What follows belongs to an exercise in optimizing a design on an open flow for small area, a short achievable clock period and few clock cycles; a production flow would make more cautious choices.
The RTL was checked by simulation tests, not by an equivalence proof against the original design.
Power and IR drop assume default switching activity.

==> flow/design.v <==
module udps_binstat (
    input  wire        clk,
    input  wire        rst,
    input  wire        s_valid,
    output wire        s_ready,
    input  wire [15:0] s_data,
    input  wire        s_last,
    output wire        r_valid,
    input  wire        r_ready,
    output reg  [63:0] r_min,
    output reg  [63:0] r_max,
    output wire [63:0] r_mean
);
    parameter R = 2;                      
    localparam K = 2 * R;                 
    localparam N = (54 + K - 1) / K;      
    localparam L = N * K;                 
    reg        acc_has;                   
    reg        acc_full;                  
    reg [15:0] mn, mx;
    reg [31:0] sum;
    reg [16:0] cn;                        
    reg [4:0]  zc;                        
    reg        busy;
    reg        rv;
    reg        nar;                       
    reg [16:0] rem;                       
    reg [L-1:0] y;                        
    reg [15:1] dv;                        
    reg [7:0]  d3;                        
    reg [3:0]  it;                        
    reg [1:0]  ph;                        
    reg [K-2:0] qs;                       
    reg [6:0]  eb;                        
    wire div_free = ~busy & (~rv | r_ready);
    wire load     = acc_full & div_free;
    assign s_ready = ~acc_full | div_free;
    assign r_valid = rv;
    wire s_fire = s_valid & s_ready;
    reg [16:0] lowmask;
    integer m;
    always @(*)
        for (m = 0; m < 17; m = m + 1)
            lowmask[m] = (m < zc);
    wire [17:0] cn_inc = {1'b0, cn | lowmask} + 18'd1;
    wire first  = ~acc_has;
    function [36:0] norm32(input [31:0] v);
        reg [31:0] x;
        reg [4:0]  z;
        begin
            x = v;
            z[4] = (x[31:16] == 16'd0); if (z[4]) x = x << 16;
            z[3] = (x[31:24] ==  8'd0); if (z[3]) x = x << 8;
            z[2] = (x[31:28] ==  4'd0); if (z[2]) x = x << 4;
            z[1] = (x[31:30] ==  2'd0); if (z[1]) x = x << 2;
            z[0] = ~x[31];              if (z[0]) x = x << 1;
            norm32 = {z, x};
        end
    endfunction
    function [63:0] f64_of_u16(input [15:0] v);
        reg [15:0] x;
        reg [3:0]  z;
        begin
            x = v;
            z[3] = (x[15:8]  == 8'd0); if (z[3]) x = x << 8;
            z[2] = (x[15:12] == 4'd0); if (z[2]) x = x << 4;
            z[1] = (x[15:14] == 2'd0); if (z[1]) x = x << 2;
            z[0] = ~x[15];             if (z[0]) x = x << 1;
            if (!x[15])
                f64_of_u16 = 64'd0;
            else
                f64_of_u16 = {1'b0, 11'd1038 - {7'd0, z}, x[14:0], 37'd0};
        end
    endfunction
    function [16:0] sub16(input [15:0] a, input [15:0] b);
        reg [15:0] g, p, gg, pp, gn, pn;
        reg [16:0] c;
        integer i, d;
        begin
            g = a & ~b;
            p = ~(a ^ b);
            gg = g; pp = p;
            gg[0] = g[0] | p[0];
            for (d = 1; d < 16; d = d * 2) begin
                gn = gg; pn = pp;
                for (i = d; i < 16; i = i + 1) begin
                    gn[i] = gg[i] | (pp[i] & gg[i-d]);
                    pn[i] = pp[i] & pp[i-d];
                end
                gg = gn; pp = pn;
            end
            c = {gg, 1'b1};
            sub16 = {c[16], p ^ c[15:0]};
        end
    endfunction
    wire [36:0] ns   = norm32(sum);
    wire [4:0]  zs   = ns[36:32];                       
    wire [31:0] sn   = ns[31:0];
    wire        zero = (sum == 32'd0);
    wire        fast = zero | (cn[15:0] == 16'd0);      
    wire        narw = (cn[10:1] == 10'd0);
    wire        yb  = y[L - 1 - ph];
    wire [16:0] tw  = sub16(rem[15:0], {1'b1, dv});
    wire        gw  = rem[16] | tw[16];
    wire [16:0] r_w = gw ? {tw[15:0], yb} : {rem[15:0], yb};
    wire        gend = nar | (ph == K - 1);
    wire [L-1:0] y_w = {y[L-K-1:0], qs, gw};
    function ge8(input [7:0] a, input [7:0] b);
        reg [7:0] gt, eq;
        reg gt10, eq10, gt32, eq32, gt54, eq54, gt76, eq76, gt30, eq30, gt74, eq74;
        begin
            gt = a & ~b;
            eq = ~(a ^ b);
            gt10 = gt[1] | eq[1] & gt[0];  eq10 = eq[1] & eq[0];
            gt32 = gt[3] | eq[3] & gt[2];  eq32 = eq[3] & eq[2];
            gt54 = gt[5] | eq[5] & gt[4];  eq54 = eq[5] & eq[4];
            gt76 = gt[7] | eq[7] & gt[6];  eq76 = eq[7] & eq[6];
            gt30 = gt32 | eq32 & gt10;     eq30 = eq32 & eq10;
            gt74 = gt76 | eq76 & gt54;     eq74 = eq76 & eq54;
            ge8  = gt74 | eq74 & (gt30 | eq30);
        end
    endfunction
    wire [5:0]  dn = {1'b1, dv[15:11]};
    reg [16:0]  r_n;
    reg [L-1:0] y_n;
    reg [7:0]   u, t1, t2, t3;
    reg         g1, g2, g3;
    reg [5:0]   sel;
    integer j;
    always @(*) begin
        r_n = rem;
        y_n = y;
        for (j = 0; j < R; j = j + 1) begin
            u   = r_n[16:9];
            g1  = ge8(u, {2'b00, dn});
            g2  = ge8(u, {1'b0, dn, 1'b0});
            g3  = ge8(u, d3);
            t1  = u - {2'b00, dn};
            t2  = u - {1'b0, dn, 1'b0};
            t3  = u - d3;
            sel = g3 ? t3[5:0] : g2 ? t2[5:0] : g1 ? t1[5:0] : u[5:0];
            r_n = {sel, r_n[8:0], y_n[L-1:L-2]};
            y_n = {y_n[L-3:0], g2, (g1 & ~g2) | g3};
        end
    end
    wire [L-1:0] y_s  = nar ? y_n : y_w;
    wire         q1   = y_s[K-1];
    wire [16:0]  rc   = q1 ? {1'b1, dv, 1'b0} : {2'b01, dv};
    wire         inj  = gend & (it == N - 1);
    wire [L+16:0] rcs = {{L{1'b0}}, rc} << (L - 54 + K);
    wire [L-1:0] y_d  = inj ? (y_s | rcs[L-1:0]) : y_s;
    wire         qh   = y[L-1];
    wire [51:0]  frac = qh ? y[L-2:L-53] : y[L-3:L-54];
    wire         zr   = ~(y[L-1] | y[L-2]);           
    wire [10:0]  bexp = zr ? 11'd0 : 11'd1023 + {{4{eb[6]}}, eb};
    assign r_mean = {1'b0, bexp, frac};
    always @(posedge clk) begin
        if (rst) begin
            acc_has  <= 1'b0;
            acc_full <= 1'b0;
            busy     <= 1'b0;
            rv       <= 1'b0;
        end else begin
            if (s_fire) begin
                acc_has  <= ~s_last;
                acc_full <= s_last;
            end else if (load) begin
                acc_full <= 1'b0;
            end
            if (load) begin
                busy <= ~fast;
                rv   <= fast;
            end else if (busy) begin
                if (gend && it == 4'd0) begin
                    busy <= 1'b0;
                    rv   <= 1'b1;
                end
            end else if (r_ready) begin
                rv <= 1'b0;
            end
        end
    end
    always @(posedge clk) begin
        if (s_fire) begin
            if (first || s_data < mn) mn <= s_data;
            if (first || s_data > mx) mx <= s_data;
            sum <= (first ? 32'd0 : sum) + {16'd0, s_data};
            if (first || cn_inc[17]) cn <= 17'h10000;
            else                     cn <= cn_inc[16:0];
            if (first)               zc <= 5'd16;
            else if (cn_inc[17])     zc <= zc - 5'd1;
        end
        if (busy) begin
            rem <= nar ? r_n : r_w;
            qs  <= {qs, gw};
            if (gend) begin
                y  <= y_d;
                if (inj) eb <= eb + {6'd0, q1};
                it <= it - 4'd1;
                ph <= 2'd0;
            end else begin
                ph <= ph + 2'd1;
            end
        end else if (load) begin
            it  <= N - 1;
            ph  <= 2'd0;
            if (fast) begin
                rem <= 17'd0;
                y   <= {sn, {(L-32){1'b0}}};
            end else begin
                rem <= {1'b0, sn[31:16]};
                y   <= {sn[15:0], {(L-16){1'b0}}};
            end
        end
        if (load) begin
            r_min <= f64_of_u16(mn);
            r_max <= f64_of_u16(mx);
            eb    <= (fast ? 7'd15 : 7'd14) - {2'b00, zs} + {2'b00, zc};
            nar   <= narw;
            dv    <= cn[15:1];
            d3    <= {2'b00, cn[16:11]} + {1'b0, cn[16:11], 1'b0};
        end
    end
endmodule
Settings: LEC_CHECK=0, ABC_AREA=1, CAP_MARGIN=20, CORE_MARGIN=2, CORE_UTILIZATION=40, PLACE_DENSITY=0.6, SETUP_SLACK_MARGIN=3.75, SLEW_MARGIN=20; clock period 8.0 ns.
run.sh (not shown) runs the stock make flow with config.mk's settings and CLKGATE_MAP_FILE= SYNTH_SCRIPT=/design/flow/synth_recipe.tcl, a recipe that flattens the netlist after the stock synthesis.
Testbench counts at the start, summed over its fixed seeds: cycles 21,538.
Edit:
--- a/flow/design.v
+++ b/flow/design.v
@@ -32,11 +32,11 @@
     reg [1:0]  ph;                        
     reg [K-2:0] qs;                       
     reg [6:0]  eb;                        
     wire div_free = ~busy & (~rv | r_ready);
     wire load     = acc_full & div_free;
-    assign s_ready = ~acc_full | div_free;
+    assign s_ready = ~acc_full | (~busy & ~rv);
     assign r_valid = rv;
     wire s_fire = s_valid & s_ready;
     reg [16:0] lowmask;
     integer m;
     always @(*)
@@ -91,12 +91,37 @@
             end
             c = {gg, 1'b1};
             sub16 = {c[16], p ^ c[15:0]};
         end
     endfunction
+    function [5:0] lz8(input [7:0] v);    
+        begin
+            casez (v)
+                8'b1???????: lz8 = 6'd0;
+                8'b01??????: lz8 = 6'd1;
+                8'b001?????: lz8 = 6'd2;
+                8'b0001????: lz8 = 6'd3;
+                8'b00001???: lz8 = 6'd4;
+                8'b000001??: lz8 = 6'd5;
+                8'b0000001?: lz8 = 6'd6;
+                8'b00000001: lz8 = 6'd7;
+                default:     lz8 = 6'd32;
+            endcase
+        end
+    endfunction
+    function [4:0] lz32(input [31:0] v);
+        reg [5:0] a, b, c, d;
+        begin
+            a = lz8(v[31:24]); b = lz8(v[23:16]); c = lz8(v[15:8]); d = lz8(v[7:0]);
+            if (!a[5])      lz32 = {2'b00, a[2:0]};
+            else if (!b[5]) lz32 = {2'b01, b[2:0]};
+            else if (!c[5]) lz32 = {2'b10, c[2:0]};
+            else            lz32 = {2'b11, d[2:0]};
+        end
+    endfunction
     wire [36:0] ns   = norm32(sum);
-    wire [4:0]  zs   = ns[36:32];                       
+    wire [4:0]  zs   = lz32(sum);                       
     wire [31:0] sn   = ns[31:0];
     wire        zero = (sum == 32'd0);
     wire        fast = zero | (cn[15:0] == 16'd0);      
     wire        narw = (cn[10:1] == 10'd0);
     wire        yb  = y[L - 1 - ph];
Result: The changed run finished with timing, DRC and antenna clean. Final area is about the same. Clock skew is about the same. Setup slack is better by 110 ps. Total power went up by a little under a tenth. Cell count went up by a few percent. Synthesized cell count went up by a few percent. Combinational power went up by about a fifth.
Testbench counts after the change, summed over its fixed seeds: cycles 22,060.

static timing again, ports no longer ideal:
The flow's constraints put no driver on any port. The routed layouts listed below were extracted and timed again, unchanged, in two steps. Step 1, drivers: a clkbuf_16 drives clk and a buf_2 each remaining input, both assumed. Step 2, shift: input delay + t, output delay - t, t = (earliest + latest rising clock arrival at the registers) / 2. This alone moves slack from input paths to output paths. Three values: ideal, step 1, step 2; two values: the first two.
run | t, ns | slack for setup (ns) | worst hold slack (ns) | slew at the worst register clock pin (ns) | pins driven straight from the clock port
the first run | 0.617 | 3.724 / 3.701 / 3.354 | 0.448 / 0.448 / 0.448 | 0.07 / 0.07 | 1
the second run | 0.615 | 3.833 / 3.777 / 3.399 | 0.463 / 0.463 / 0.463 | 0.06 / 0.06 | 1
After both steps setup and hold are still met in every run listed. For the second run, which loses most, drivers alone change the setup slack by -0.056 ns; drivers and shift together by -0.434 ns.
